Background: an optimization exercise with open tools, aiming at small area and a short achievable clock period. Do not read the settings as production practice. In this exercise RTL edits were held to simulation tests only and were not proved equivalent to the original. Power and IR drop assume default switching activity.

Setup of build 78:
==> flow/design.v (excerpt) <==
module rlwe_rec (
    input  wire         clk,
    input  wire         rst,         
    input  wire         in_valid,
    input  wire         in_mode,     
    input  wire [127:0] in_x,        
    input  wire         in_bit,      
    input  wire [7:0]   in_r,        
    output reg          out_valid,
    output reg  [7:0]   out_r,       
    output reg          out_key      
);
Size in the first run: roughly 1700 cells after synthesis, roughly 210 flip-flops, about 150 I/O pins.
Settings: LEC_CHECK=0, CAP_MARGIN=20, CORE_MARGIN=2, CORE_UTILIZATION=65, CTS_BUF_LIST=sky130_fd_sc_hd__clkbuf_4, PLACE_DENSITY=0.75, SLEW_MARGIN=20; clock period 15.0 ns.
standard.sh (not shown) runs the stock make flow with config.mk's settings and CLKGATE_MAP_FILE= SYNTH_SCRIPT=/design/flow/synth_recipe.tcl, a recipe that flattens the netlist after the stock synthesis.
==> flow/flow/run.sh <==
#!/bin/bash
# The standard layout (standard.sh: the standard flow's own synthesis, floorplan, place,
# CTS and route, unchanged), with one difference: the buffer that
# global placement puts on every input and output port is the small
# sky130_fd_sc_hd__buf_1 instead of the cell buffer_ports picks by itself.
# Every port still gets its own buffer.
set -e
export BUFFER_PORTS_ARGS="-buffer_cell sky130_fd_sc_hd__buf_1"
export SETUP_SLACK_MARGIN=10.5
echo "BUFFER_PORTS_ARGS=$BUFFER_PORTS_ARGS" > run.log
bash standard.sh > standard.log 2>&1
echo "standard.sh finished" >> run.log
Both conditions hold for build 78: the flow ran to the end and the final layout passed the timing, design-rule and antenna checks.
The inputs of build 27 differ from those of build 78 as listed below.
==> flow/flow/run.sh <==
#!/bin/bash
set -e
export BUFFER_PORTS_ARGS="-buffer_cell sky130_fd_sc_hd__buf_1"
export SETUP_SLACK_MARGIN=10.75
export SETUP_MOVE_SEQUENCE="unbuffer,sizeup,swap"
export CTS_ARGS="-sink_clustering_enable -repair_clock_nets -buf_list sky130_fd_sc_hd__clkbuf_4 -dont_use_dummy_load -sink_clustering_size 8 -sink_clustering_max_diameter 50"
{
  echo "BUFFER_PORTS_ARGS=$BUFFER_PORTS_ARGS"
  echo "SETUP_SLACK_MARGIN=$SETUP_SLACK_MARGIN"
  echo "SETUP_MOVE_SEQUENCE=$SETUP_MOVE_SEQUENCE"
  echo "CTS_ARGS=$CTS_ARGS"
} > run.log
bash standard.sh > standard.log 2>&1
echo "standard.sh finished" >> run.log
-- flow/config.mk --
<<< build 78, line 14
>>> build 27, line 14
export TNS_END_PERCENT = 0
==> comparison <==
Across both runs, final-layout clock buffer total was lower for build 27 than for build 78. Taking build 27 as 1.0, build 78 lands at 1.07 on overall routed net length. The global placement routability congestion of build 78 and that of build 27 are within noise of each other.
Input-level comparison between build 93 and build 27:
==> flow/flow/run.sh <==
#!/bin/bash
# The standard layout (standard.sh: the standard flow's own synthesis, floorplan, place,
# CTS and route, unchanged), with one difference: the buffer that
# global placement puts on every input and output port is the small
# sky130_fd_sc_hd__buf_1 instead of the cell buffer_ports picks by itself.
# Every port still gets its own buffer.
set -e
export BUFFER_PORTS_ARGS="-buffer_cell sky130_fd_sc_hd__buf_1"
echo "BUFFER_PORTS_ARGS=$BUFFER_PORTS_ARGS" > run.log
bash standard.sh > standard.log 2>&1
echo "standard.sh finished" >> run.log
-- flow/config.mk --
<<< build 27, line 14
export TNS_END_PERCENT = 0
>>> build 93, line 14
[summary]
- Relative to build 27, worst setup timing slack at the placement stage increased by 0.16 ns in build 93.
- The power per cell area in build 93 sits 1.4% below the value recorded for build 27.
- Build 93 did not stop at any stage, and its layout met the timing, design-rule and antenna checks.
- Between build 93 and build 27, the difference in worst hold slack is negligible.
- Diff build 27 -> build 93: met3 global-route usage now larger, power of the sequential group now sits lower, signed area change from the synthesized netlist to the final layout moved up, longest individual stage delay on the worst path increased by 0.30 ns relative to the old numbers.

* * *

rlwe_rec again, from the RTL that the note above started with.
## rlwe_rec
module rlwe_rec (
    input  wire         clk,
    input  wire         rst,         
    input  wire         in_valid,
    input  wire         in_mode,     
    input  wire [127:0] in_x,        
    input  wire         in_bit,      
    input  wire [7:0]   in_r,        
    output reg          out_valid,
    output reg  [7:0]   out_r,       
    output reg          out_key      
);
    integer j;
    function [3:0] kval;
        input [7:0] r;
        input integer jj;
        integer i;
        begin
            kval = 4'd0;
            for (i = 0; i < 16; i = i + 1)
                if ({(jj < 3) ? r[2*jj +: 2] : 2'd0, r[7:6]} == i)
                    kval = 2 * (i / 4) + (i % 4);
        end
    endfunction
    function [4:0] k3val;
        input [7:0] r;
        input integer jj;
        integer i;
        begin
            k3val = 5'd0;
            for (i = 0; i < 16; i = i + 1)
                if ({(jj < 3) ? r[2*jj +: 2] : 2'd0, r[7:6]} == i)
                    k3val = 3 * (2 * (i / 4) + (i % 4));
        end
  ...
==> flow/config.mk <==
export PLATFORM = sky130hd
export DESIGN_NAME = rlwe_rec
export DESIGN_NICKNAME = rlwe_rec
export VERILOG_FILES = /design/flow/design.v
export SDC_FILE = /design/flow/constraint.sdc
export NUM_CORES = 4
export LEC_CHECK = 0
export CAP_MARGIN = 20
export CORE_MARGIN = 2
export CORE_UTILIZATION = 65
export CTS_BUF_LIST = sky130_fd_sc_hd__clkbuf_4
export PLACE_DENSITY = 0.75
export SLEW_MARGIN = 20
==> flow/constraint.sdc <==
create_clock -name core_clock -period 15.0 [get_ports {clk}]
set_input_delay 3.0000 -clock core_clock [delete_from_list [all_inputs] [get_ports {clk}]]
set_output_delay 3.0000 -clock core_clock [all_outputs]
set_load 0.01 [all_outputs]
==> flow/flow/run.sh <==
#!/bin/bash
set -e
export BUFFER_PORTS_ARGS="-buffer_cell sky130_fd_sc_hd__buf_1"
export SETUP_SLACK_MARGIN=11.0
export SETUP_MOVE_SEQUENCE="unbuffer,sizeup,swap"
export CTS_ARGS="-sink_clustering_enable -repair_clock_nets -buf_list sky130_fd_sc_hd__clkbuf_4 -dont_use_dummy_load -sink_clustering_size 8 -sink_clustering_max_diameter 50"
{
  echo "BUFFER_PORTS_ARGS=$BUFFER_PORTS_ARGS"
  echo "SETUP_SLACK_MARGIN=$SETUP_SLACK_MARGIN"
  echo "SETUP_MOVE_SEQUENCE=$SETUP_MOVE_SEQUENCE"
  echo "CTS_ARGS=$CTS_ARGS"
} > run.log
bash standard.sh > standard.log 2>&1
echo "standard.sh finished" >> run.log
Next try:
==> flow/flow/run.sh (replaced) <==
#!/bin/bash
set -e
export BUFFER_PORTS_ARGS="-buffer_cell sky130_fd_sc_hd__buf_1"
export SETUP_SLACK_MARGIN=10.75
export CTS_ARGS="-sink_clustering_enable -repair_clock_nets -buf_list sky130_fd_sc_hd__clkbuf_4 -dont_use_dummy_load -sink_clustering_size 8 -sink_clustering_max_diameter 50"
{
  echo "BUFFER_PORTS_ARGS=$BUFFER_PORTS_ARGS"
  echo "SETUP_SLACK_MARGIN=$SETUP_SLACK_MARGIN"
  echo "CTS_ARGS=$CTS_ARGS"
} > run.log
bash standard.sh > standard.log 2>&1
echo "standard.sh finished" >> run.log
Sequential power drops by about 2%.
Power drops by 0.87%.
Cell count climbs by 2.0%.
Wire length climbs by 0.34%.
Count of clock-buffer cells in the layout climbs by 4.

* * *

== job 101 ==
Starting RTL as in the previous note.
Settings: LEC_CHECK=0, CAP_MARGIN=20, CORE_MARGIN=2, CORE_UTILIZATION=65, PLACE_DENSITY=0.75, SLEW_MARGIN=20; clock period 15.0 ns.
run.sh (not shown) runs the stock make flow with config.mk's settings and CLKGATE_MAP_FILE= SYNTH_SCRIPT=/design/flow/synth_recipe.tcl, a recipe that flattens the netlist after the stock synthesis.
Stock flow here: none of the scripts above is used.
Input-level comparison between job 102 and job 101:
- CORE_UTILIZATION: 65 -> 55
- CTS_BUF_LIST: unset -> sky130_fd_sc_hd__clkbuf_4
- PLACE_DENSITY: 0.75 -> 0.7
==> flow/flow/run.sh (new file) <==
#!/bin/bash
set -e
export BUFFER_PORTS_ARGS="-buffer_cell sky130_fd_sc_hd__buf_1"
export SETUP_SLACK_MARGIN=10.75
echo "BUFFER_PORTS_ARGS=$BUFFER_PORTS_ARGS" > run.log
echo "SETUP_SLACK_MARGIN=$SETUP_SLACK_MARGIN" >> run.log
bash standard.sh > standard.log 2>&1
echo "standard.sh finished" >> run.log
==> flow/standard.sh (new file) <==
#!/bin/bash
# synth_recipe.tcl (not shown) runs the flow's synth.tcl, then flattens the netlist and writes it again
# the make line also repeats each setting of config.mk as NAME=value (left out here)
make -C /OpenROAD-flow-scripts/flow DESIGN_CONFIG=/design/flow/config.mk WORK_HOME=/design/flow/orfs CLKGATE_MAP_FILE= SYNTH_SCRIPT=/design/flow/synth_recipe.tcl "${@:-finish}"
removed: flow/run.sh
[summary]
Global-route track usage on met1, job 102 and job 101, lower one = job 102.
On setup slack, job 101 loses to job 102.
Summary of job 102 over job 101: delay of the slowest critical-path stage went up by 0.08 ns, total placed instance area down about 5%, number of buffers created by CTS increased by about 140% relative to the old numbers.
Job 102 vs job 101, standard cell with the maximum stage delay on the critical path: sky130_fd_sc_hd__fa_1 vs sky130_fd_sc_hd__ha_1
Job 102 ended up with s1_g[0] as its start point of the critical path; job 101 ended up with in_r[6].
> inputs changed (job 102 -> job 103)
- PLACE_DENSITY: 0.7 -> 0.75
- CORE_UTILIZATION: 55 -> 65
- TNS_END_PERCENT: unset -> 5
==> flow/flow/run.sh <==
#!/bin/bash
set -e
export BUFFER_PORTS_ARGS="-buffer_cell sky130_fd_sc_hd__buf_1"
export SETUP_SLACK_MARGIN=10.75
export SETUP_MOVE_SEQUENCE="unbuffer,sizeup,swap"
export CTS_ARGS="-sink_clustering_enable -repair_clock_nets -buf_list sky130_fd_sc_hd__clkbuf_4 -dont_use_dummy_load -sink_clustering_size 8 -sink_clustering_max_diameter 50"
{
  echo "BUFFER_PORTS_ARGS=$BUFFER_PORTS_ARGS"
  echo "SETUP_SLACK_MARGIN=$SETUP_SLACK_MARGIN"
  echo "SETUP_MOVE_SEQUENCE=$SETUP_MOVE_SEQUENCE"
  echo "CTS_ARGS=$CTS_ARGS"
} > run.log
bash standard.sh > standard.log 2>&1
echo "standard.sh finished" >> run.log
## What came out
- Job 103 reached the end of the flow, and the finished layout is clean on the timing, design-rule and antenna checks.
- Wire: job 103 routes less than job 102
- NOTE: area taken by multi-input logic gates in job 103 falls short of that of job 102
- | global routing usage on met1 | higher: job 103 |
- Compared with job 102, job 103 shows pin count of the biggest net entering global routing that has gone down by more than 10%.
- TritonCTS sink count: job 102 vs job 103 identical
- Per the comparison of job 103 with job 102, iteration count of the initial detailed-routing pass went down 1; logic gate share of total power now larger; starting utilization of the core area now larger; maximum operating frequency decreased by 1.9% relative to the old numbers.
- Placement row count: job 103 vs job 102 down 5
- Clock network area share, job 102 and job 103: larger value in job 102
Inputs modified between job 103 and job 104:
- TNS_END_PERCENT: 5 -> unset
==> flow/flow/run.sh <==
#!/bin/bash
set -e
export BUFFER_PORTS_ARGS="-buffer_cell sky130_fd_sc_hd__buf_1"
export SETUP_SLACK_MARGIN=10.75
echo "BUFFER_PORTS_ARGS=$BUFFER_PORTS_ARGS" > run.log
echo "SETUP_SLACK_MARGIN=$SETUP_SLACK_MARGIN" >> run.log
bash standard.sh > standard.log 2>&1
echo "standard.sh finished" >> run.log
Findings:
Having completed the whole flow, job 104 delivered a layout that passed the timing, design-rule and antenna checks.
Count of port buffers added during placement delta (job 103 -> job 104): insignificant
Multi-input gate share of total cell area came out lower on job 104 than on job 103.
Summary — worst max-slew margin expressed relative to the limit, job 104 relative to job 103: lower, by 2.1 points.
Looking at number of buffers created by CTS, job 104 sits above job 103.
Looking at hold slack, job 104 sits 0.0046 ns above job 103.

* * *

Setup of red:
rlwe_rec again, from the RTL that the note above started with.
Design rlwe_rec, start of the top module:
module rlwe_rec (
    input  wire         clk,
    input  wire         rst,         
    input  wire         in_valid,
    input  wire         in_mode,     
    input  wire [127:0] in_x,        
    input  wire         in_bit,      
    input  wire [7:0]   in_r,        
    output reg          out_valid,
    output reg  [7:0]   out_r,       
    output reg          out_key      
);
    integer j;
    function [3:0] kval;
        input [7:0] r;
        input integer jj;
        integer i;
        begin
            kval = 4'd0;
            for (i = 0; i < 16; i = i + 1)
                if ({(jj < 3) ? r[2*jj +: 2] : 2'd0, r[7:6]} == i)
                    kval = 2 * (i / 4) + (i % 4);
        end
    endfunction
    function [4:0] k3val;
        input [7:0] r;
        input integer jj;
        integer i;
        begin
            k3val = 5'd0;
            for (i = 0; i < 16; i = i + 1)
                if ({(jj < 3) ? r[2*jj +: 2] : 2'd0, r[7:6]} == i)
                    k3val = 3 * (2 * (i / 4) + (i % 4));
        end
    endfunction
    reg               s0_valid;
    reg               s0_mode;
    reg               s0_bit;
    reg        [7:0]  s0_r;
    reg signed [8:0]  s0_th  [0:3];
    reg        [8:0]  s0_xl  [0:3];
    reg        [3:0]  s0_ovf;
    reg        [3:0]  s0_neg;
    always @(posedge clk) begin
        if (rst)
            s0_valid <= 1'b0;
        else
            s0_valid <= in_valid;
        s0_mode <= in_mode;
        s0_bit  <= in_bit;
        s0_r    <= in_r;
        for (j = 0; j < 4; j = j + 1) begin
            s0_th[j]  <= $signed({in_x[32*j+31], in_x[32*j+9 +: 7]})
                         - $signed({4'd0, in_mode ? k3val(in_r, j) : 5'd0});
            s0_xl[j]  <= in_x[32*j +: 9];
            s0_ovf[j] <= ~((in_x[32*j+16 +: 16] == 16'h0000) |
                           (in_x[32*j+16 +: 16] == 16'hffff));
            s0_neg[j] <= in_x[32*j+31];
        end
    end
    wire        hr = ~s0_mode;             
    wire        bh = s0_bit & hr;          
  ...
Settings: LEC_CHECK=0, CAP_MARGIN=20, CORE_MARGIN=2, CORE_UTILIZATION=75, CTS_BUF_LIST=sky130_fd_sc_hd__clkbuf_4, PLACE_DENSITY=0.85, SLEW_MARGIN=20; clock period 15.0 ns.
standard.sh (not shown) runs the stock make flow with config.mk's settings and CLKGATE_MAP_FILE= SYNTH_SCRIPT=/design/flow/synth_recipe.tcl, a recipe that flattens the netlist after the stock synthesis.
==> flow/flow/run.sh <==
#!/bin/bash
# The standard layout (standard.sh: the standard flow's own synthesis, floorplan, place,
# CTS and route, unchanged), with one difference: the buffer that
# global placement puts on every input and output port is the small
# sky130_fd_sc_hd__buf_1 instead of the cell buffer_ports picks by itself.
# Every port still gets its own buffer.
set -e
export BUFFER_PORTS_ARGS="-buffer_cell sky130_fd_sc_hd__buf_1"
export SETUP_SLACK_MARGIN=10.5
echo "BUFFER_PORTS_ARGS=$BUFFER_PORTS_ARGS" > run.log
bash standard.sh > standard.log 2>&1
echo "standard.sh finished" >> run.log
In red the implementation ran to completion but is not tape-out ready, as the final checks report max-capacitance violations, max-slew violations.
The following lists how blue was set up differently from red:
Settings: changing CORE_UTILIZATION from 75 to 65; changing PLACE_DENSITY from 0.85 to 0.75.
==> flow/flow/run.sh <==
#!/bin/bash
set -e
export BUFFER_PORTS_ARGS="-buffer_cell sky130_fd_sc_hd__buf_1"
export SETUP_SLACK_MARGIN=10.75
export CTS_ARGS="-sink_clustering_enable -repair_clock_nets -buf_list sky130_fd_sc_hd__clkbuf_4 -dont_use_dummy_load"
echo "BUFFER_PORTS_ARGS=$BUFFER_PORTS_ARGS" > run.log
echo "SETUP_SLACK_MARGIN=$SETUP_SLACK_MARGIN" >> run.log
bash standard.sh > standard.log 2>&1
echo "standard.sh finished" >> run.log
### Flow results
Against red, areal power density over the cells in blue fell by more than 10%. s0_xl[3][4] as the launch point of the worst path was reported by red, and s1_g[0] by blue. Diff red -> blue: register area increased by about 0.33% relative to the old numbers; via count of the first global-routing pass decreased by 1533 relative to the old numbers. | sequential power share | blue vs red | 4.1 points higher |. FAIL: red; every other run in red and blue is clean. In red the implementation completed, yet the final layout does not meet the checks, the culprit being max-capacitance violations, max-slew violations. [compare] base=red new=blue: buffers plus inverters on the worst setup path rose by 2, placed wire-length estimate fell by about 2.6%, detailed-routing iteration count for the pre-antenna-repair pass fell by 3.
--- input diff blue..green ---
Settings: CTS_BUF_LIST: sky130_fd_sc_hd__clkbuf_4 -> unset; CORE_UTILIZATION: 65 -> 40; PLACE_DENSITY: 0.75 -> unset.
==> flow/flow/run.sh <==
#!/bin/bash
# The standard layout (standard.sh: the standard flow's own synthesis, floorplan, place,
# CTS and route, unchanged), with one difference: the buffer that
# global placement puts on every input and output port is the small
# sky130_fd_sc_hd__buf_1 instead of the cell buffer_ports picks by itself.
# Every port still gets its own buffer.
set -e
export BUFFER_PORTS_ARGS="-buffer_cell sky130_fd_sc_hd__buf_1"
echo "BUFFER_PORTS_ARGS=$BUFFER_PORTS_ARGS" > run.log
bash standard.sh > standard.log 2>&1
echo "standard.sh finished" >> run.log
Findings:
Compared blue against green; final standard cell area without fillers within noise. Changes observed in green relative to blue: max-slew headroom at the worst pin lost 5.8 points; non-clock buffer count down 34. Cmp green vs blue: placed standard-cell area higher in green. Going from blue to green, the clock-buffer cell count was found to have gone down by 31%. Diff blue..green | hold path depth | unchanged. [compare] base=blue new=green: combinational power decreased about 13%, H-tree depth decreased 1, worst supply voltage drop on vdd decreased about 70%.

## re-timing with driven ports
The flow's constraints put no driver on any port. The routed layouts listed below were extracted and timed again, unchanged, in two steps. Step 1 sets driving cells, clkbuf_16 on the clock port and buf_2 on the other inputs (assumed; they add their load-dependent delay and slew). Step 2 times the ports against the registers' clock, not the clock port: input delays grow and output delays shrink by t, the midpoint of the rising clock arrivals with the driver on. Three values: ideal, step 1, step 2; two values: the first two.
run	shift t [ns]	setup WS [ns]	worst setup path after step 2	slew at the worst register clock pin (ns)	pins driven straight from the clock port
build 78	0.720	10.322 / 10.322 / 9.718	input to register	0.09 / 0.09	1
build 27	0.725	10.249 / 10.275 / 9.551	input to register	0.10 / 0.10	1
build 93	0.707	9.865 / 9.865 / 9.201	input to register	0.08 / 0.08	1
the first run of note 2	0.732	10.312 / 10.312 / 9.705	input to register	0.10 / 0.10	1
the second run of note 2	0.647	10.391 / 10.383 / 9.736	input to register	0.10 / 0.10	1
job 101	0.560	9.352 / 9.383 / 8.823	input to register	0.07 / 0.07	1
job 102	0.742	10.372 / 10.372 / 9.731	input to register	0.08 / 0.08	1
job 103	0.725	10.284 / 10.284 / 9.622	input to register	0.10 / 0.10	1
job 104	0.742	10.371 / 10.371 / 9.702	input to register	0.08 / 0.08	1
red	0.727	9.749 / 9.749 / 9.398	input to register	0.10 / 0.10	1
blue	0.688	10.341 / 10.341 / 9.713	input to register	0.07 / 0.07	1
green	0.589	9.789 / 9.816 / 9.228	input to register	0.06 / 0.06	1
For build 27, which loses most, drivers alone change the setup slack by +0.026 ns; drivers and shift together by -0.698 ns.
